Source: an optimization exercise on an open RTL-to-GDS flow (aim: small area). Production flows keep margins and buffers that such runs may drop.
Only simulation tests tie the RTL to the original design; equivalence was not proved.

==> design/flow/design.v <==
module aht25_crc8 (
    input  wire [47:0] msg,
    output reg  [7:0]  crc
);
    integer i;
    always @(*) begin
        crc = 8'hFF;
        for (i = 47; i >= 0; i = i - 1) begin
            if (crc[7] ^ msg[i])
                crc = {crc[6:0], 1'b0} ^ 8'h31;
            else
                crc = {crc[6:0], 1'b0};
        end
    end
endmodule
module aht25_convert (
    input  wire [31:0] hum,
    input  wire [31:0] temp,
    output wire [19:0] raw_h,
    output wire [19:0] raw_t
);
    wire [23:0] hum_mant  = {1'b1, hum[22:0]};
    wire [7:0]  hum_exp   = hum[30:23];
    wire [23:0] temp_mant = {1'b1, temp[22:0]};
    wire [24:0] hum_num = (hum_exp == 8'd133) ? {hum_mant, 1'b0} : {1'b0, hum_mant};
    wire [24:0] hum_q = (hum_num + 25'd12) / 25'd25;
    assign raw_h = hum_q[19:0];
    wire [23:0] temp_q = (temp_mant + 24'd50) / 24'd100;
    assign raw_t = temp_q[19:0] + 20'h40000;
endmodule
module aht25_engine (
    input  wire        clk,
    input  wire        rst,             
    input  wire        ev_connect,
    input  wire        ev_read,
    input  wire        ev_write,
    input  wire        ev_disconnect,
    input  wire [6:0]  address,
    input  wire        write_intent,    
    input  wire [7:0]  data,
    input  wire [31:0] hum,             
    input  wire [31:0] temp,            
    output reg         ack,
    output reg  [7:0]  rdata
);
    localparam [6:0] BUS_ADDR       = 7'h38;
    localparam [7:0] CMD_SOFT_RESET = 8'hBA;
    localparam [7:0] CMD_INIT       = 8'hBE;
    localparam [7:0] STATUS_DEFAULT = 8'h18;
    reg        initialized;
    reg        measuring;
    reg [7:0]  status;
    reg [7:0]  read_buffer [0:6];
    reg [2:0]  read_index;
    reg [7:0]  write_buffer [0:2];
    reg [1:0]  write_index;
    wire [19:0] raw_h;
    wire [19:0] raw_t;
    wire [7:0]  frame_crc;
    aht25_convert u_convert (
        .hum   (hum),
        .temp  (temp),
        .raw_h (raw_h),
        .raw_t (raw_t)
    );
    wire [7:0] trig_status = (status | 8'h80) & 8'h7F;
    wire [7:0] frame1 = raw_h[19:12];
    wire [7:0] frame2 = raw_h[11:4];
    wire [7:0] frame3 = {raw_h[3:0], raw_t[19:16]};
    wire [7:0] frame4 = raw_t[15:8];
    wire [7:0] frame5 = raw_t[7:0];
    aht25_crc8 u_crc (
        .msg ({trig_status, frame1, frame2, frame3, frame4, frame5}),
        .crc (frame_crc)
    );
    wire [1:0] wi_next = write_index + 2'd1;
    wire       overrun = (write_index == 2'd3);
    wire [7:0] cmd0 = write_buffer[0];
    wire [7:0] cmd1 = write_buffer[1];
    wire [7:0] cmd2 = data;
    wire is_soft_reset = (wi_next == 2'd1) && (data == CMD_SOFT_RESET);
    wire is_init       = (wi_next == 2'd3) && (cmd0 == CMD_INIT);
    wire is_trigger    = (wi_next == 2'd3) && (cmd0 == 8'h00) &&
                         (cmd1 == 8'hAC) && (cmd2 == 8'h33);
    wire is_complete   = (wi_next == 2'd3);
    always @(posedge clk) begin
        if (rst) begin
            initialized <= 1'b0;
            measuring   <= 1'b0;
            status      <= STATUS_DEFAULT;
            read_index  <= 3'd0;
            write_index <= 2'd0;
            ack         <= 1'b0;
            rdata       <= 8'h00;
        end else if (ev_connect) begin
            ack <= (address == BUS_ADDR);
            if (address == BUS_ADDR && measuring)
                read_index <= 3'd0;
        end else if (ev_read) begin
            if (!measuring) begin
                rdata <= status;
            end else if (read_index < 3'd7) begin
                rdata      <= read_buffer[read_index];
                read_index <= read_index + 3'd1;
            end else begin
                measuring  <= 1'b0;
                read_index <= 3'd0;
                status     <= status & 8'h7F;
                rdata      <= status & 8'h7F;
            end
        end else if (ev_write) begin
            if (overrun) begin
                write_index <= 2'd0;
                ack         <= 1'b0;
            end else begin
                write_buffer[write_index] <= data;
                write_index <= wi_next;
                ack         <= 1'b1;
                if (is_soft_reset) begin
                    initialized <= 1'b0;
                    measuring   <= 1'b0;
                    status      <= STATUS_DEFAULT;
                    write_index <= 2'd0;
                end else if (is_init) begin
                    initialized <= 1'b1;
                    status      <= STATUS_DEFAULT;
                    write_index <= 2'd0;
                end else if (is_trigger) begin
                    status         <= trig_status;
                    read_buffer[0] <= trig_status;
                    read_buffer[1] <= frame1;
                    read_buffer[2] <= frame2;
                    read_buffer[3] <= frame3;
                    read_buffer[4] <= frame4;
                    read_buffer[5] <= frame5;
                    read_buffer[6] <= frame_crc;
                    measuring      <= 1'b1;
                    write_index    <= 2'd0;
                end else if (is_complete) begin
                    write_index <= 2'd0;     
                end
            end
        end
    end
endmodule
==> design/flow/run.sh <==
#!/bin/bash
# synth_recipe.tcl (not shown) runs the flow's synth.tcl, then flattens the netlist and writes it again
# the make line also repeats each setting of config.mk as NAME=value (left out here)
make -C /OpenROAD-flow-scripts/flow DESIGN_CONFIG=/design/flow/config.mk WORK_HOME=/design/flow/orfs CLKGATE_MAP_FILE= SYNTH_SCRIPT=/design/flow/synth_recipe.tcl finish
==> design/flow/config.mk <==
export PLATFORM = sky130hd
export DESIGN_NAME = aht25_engine
export DESIGN_NICKNAME = aht25_engine
export VERILOG_FILES = /design/flow/design.v
export SDC_FILE = /design/flow/constraint.sdc
export NUM_CORES = 4
export LEC_CHECK = 0
export CAP_MARGIN = 20
export CORE_MARGIN = 2
export CORE_UTILIZATION = 40
export SLEW_MARGIN = 20
==> design/flow/constraint.sdc <==
create_clock -name core_clock -period 30.0 [get_ports {clk}]
set_input_delay 6.0000 -clock core_clock [delete_from_list [all_inputs] [get_ports {clk}]]
set_output_delay 6.0000 -clock core_clock [all_outputs]
set_load 0.01 [all_outputs]
==> summary.txt <==
[state kept, by name, summed over array words and instances, names as in the netlist]
register      count
read_buffer      46
write_index       2
ack               1
read_index        3
measuring         1
write_buffer     16
rdata             8
[tightest hold or removal path, stage by stage, from the launching register on]
cell and delay [ns]:
dfxtp_1 0.31, inv_1 0.05, a211oi_1 0.05
[per-layer routing]
layer | vias to the layer above | GRT usage (%) | routed length [microns]
met5 | - | 0 | 0
met1 | 7586 | 33.0 | 22500
met2 | 590 | 35.7 | 20600
met3 | 44 | 1.93 | 2600
met4 | 0 | 3.76 | 465
li1 | 7865 | - | -
[worst max path at each step]
stage	slack, ns	endpoint	depth (start not counted)
final	3.71	read_buffer[6][7]	63
after global routing	1.97	read_buffer[6][7]	63
after CTS	3.70	read_buffer[6][7]	63
after floorplan	8.17	read_buffer[6][7]	69
after global placement	3.63	read_buffer[6][7]	62
after detailed placement	3.43	read_buffer[6][7]	63
[area by class of cell]
| class | count | area (sq um) |
|---|---|---|
| fillers | 3812 | 20900 |
| well taps | 511 | 639 |
| inverters | 42 | 158 |
| multi-input cells | 1794 | 12600 |
| clock inverters | 7 | 96.3 |
| repair buffers | 93 | 901 |
| flip-flops and latches | 77 | 2160 |
| clock buffers | 9 | 225 |
[synth_stat cells, types with 32 or more instances]
master and number:
and3_1 38, clkbuf_1 53, nand2_1 186, o211ai_1 32, xor2_1 53, o21ai_0 77, nor2_1 163, inv_1 36
a21oi_1 126, edfxtp_1 62, a211oi_1 40, xnor2_1 152, nand3_1 67, nor3_1 77, mux2i_1 35
[placed cells by master (no fill, tap or decap), types with 35 or more instances in the layout]
cell	netlist	layout
inv_1	36	36
nor3_1	77	77
and3_1	38	37
o21ai_0	77	77
a211oi_1	40	40
edfxtp_1	62	62
clkdlybuf4s50_1	0	81
nand2_1	186	186
nor2_1	163	163
xor2_1	53	52
xnor2_1	152	152
mux2i_1	35	35
a21oi_1	126	126
nand3_1	67	67
[cells by family (layout without fill, tap and decap cells)]
| logic type | count (synthesis) | count (layout) | share of synthesized area, % |
|---|---|---|---|
| muxes | 64 | 64 | 4.50 |
| adders and majority gates | 25 | 25 | 1.83 |
| and+or+nand+nor | 793 | 793 | 27.6 |
| DFF | 77 | 77 | 14.1 |
| AOI/OAI and AO/OA | 698 | 698 | 35.2 |
| buffers and inverters | 133 | 151 | 3.90 |
| xor gates and xnor gates | 214 | 214 | 12.9 |
[per-stage QoR]
stage / hold slack (ns) / instance area [sq um]
after floorplan: 0.465 / 15300
after global placement: 0.449 / 16400
after detailed placement: 0.455 / 16400
after global routing: 0.498 / 16800
after CTS: 0.464 / 16800
final: 0.456 / 16800
==> flow_summary.toml <==
[hold_path]
hp-start = "ack"
hp-class = "flip-flop to flip-flop"
whs_endpoint = "ack"
whs_path_depth = 2

[critical_path]
reg2reg_depth = 4
required_ns = 30.07
path_max_fanout = 36
rrSetupSlack_ns = 26.90
r2r_start = "write_index[0]"
crit_path_end_kind = "flip-flop"
path_buf_inv = 6
critPathArrivalTime_ns = 26.36
critPathTopFamily = "compound AO/OA/AOI/OAI gates"
path_common_cell = "mux2i_1"
startpoint_type = "input pin"
slowest_delay_ns = 0.77
startpoint = "hum[24]"
r2r-end = "read_buffer[5][3]"
cp_slowest_cell = "mux2i_1"
critical_path_class = "input pin to flip-flop"

[die]
die_height_microns = 200
die_w_microns = 200
pin_count = 95
row_count = 71
core-area_sq_um = 37700
initial_core_util_pct = 40.7
dieArea_sq_um = 39900

[route]
num_vias = 16100
route.detailed.drc = 0
drt-initial-drc-count = 1574
via_per_inst = 6.35
drtAntennaViolNets = 0
routedWlPerCell_microns = 18.2
dr.pass1.iters = 6
routed_wl_microns = 46200

[sta]
fin_crit_sh_pct = 87.6
fin_worst_skew_ns = 0.00914
finalCriticalPeriod_ns = 26.29
grt_setup_unrepaired = "no"
setup_viol = 0
setup_ws_ns = 3.71
slew_violations = 0
worst_pin_slew_ns = 1.05
max_slew_margin_pct = 30.0
hold_viol = 0
max_freq_mhz = 38.0
tns_ns = 0

[clock_network]
hold_buffers = 0
h-tree-depth = 3
clock_path_buffers = 2
cts_tree = "yes"
root_buffer = "clkbuf_16"
clk_latency_ns = 0.33
path_clk_slew_ns = 0.06
cts_made_buffers = 9
post_cts_buffers = 0
cts_sinks = 77
cts_resized = 0

[synthesis]
synth-main-ff-cell = "edfxtp_1"
synth_edf_count = 62
yosysSeqAreaShare_pct = 14.1
ys_seq_elements = 77
ys_async_sr_fraction_pct = 0
synth_warnings = 3
synthDistinctLibCells = 140
synth_area_leaders = "edfxtp_1, xnor2_1, nand2_1, a21oi_1, nor2_1"
synthCells = 2004
syn_area_per_cell_sq_um = 7.65
syn_area_sq_um = 15300
yosysTopAreaCell = "edfxtp_1"
synth_fp_nets = 2101
synth_top_area_share_pct = 12.1

[final_layout]
antenna_cells = 0
fin_nets = 2114
area_growth_syn_to_layout_pct = 9.38
utilization_pct = 44.5
drive_above_1_share_pct = 9.25
instances_no_fill = 2533

[global_route]
overflow = 0
grt_pass1_vias = 14600
antenna_found_initial = 0
grt_pass1_wl_microns = 74600
gr-usage-all-layers_pct = 22.3
grt_max_degree = 47

[place]
gp_congestion = 0.962
port_buffers = 81
dp_cells = 2517
dp_hpwl_microns = 35900
pre_cts_ws_ns = 3.43

[status]
status = "timing/DRC/antenna clean"

[run]
cap_violations = 0

port drivers added, routing unchanged:
How much do the figures lean on ideal ports? The routed layout below was timed once more, with nothing changed but the port constraints.
Step 1, drivers: a clkbuf_16 drives clk and a buf_2 each remaining input, both assumed.
Step 2 moves the port delays by t, midway between the first and last clock arrival at a register: inputs arrive t later, outputs are due t later. That takes back most of the time a late clock gives input paths.
Three values: no drivers, after step 1, after step 2; two values: the first two.
shift t [ns]: 0.369
slack for setup (ns): 3.708 / 3.723 / 3.354
clock arrival spread, ns: 0.010 / 0.011
After both steps setup and hold are still met in this run. For this run, drivers alone change the setup slack by +0.015 ns; drivers and shift together by -0.354 ns.
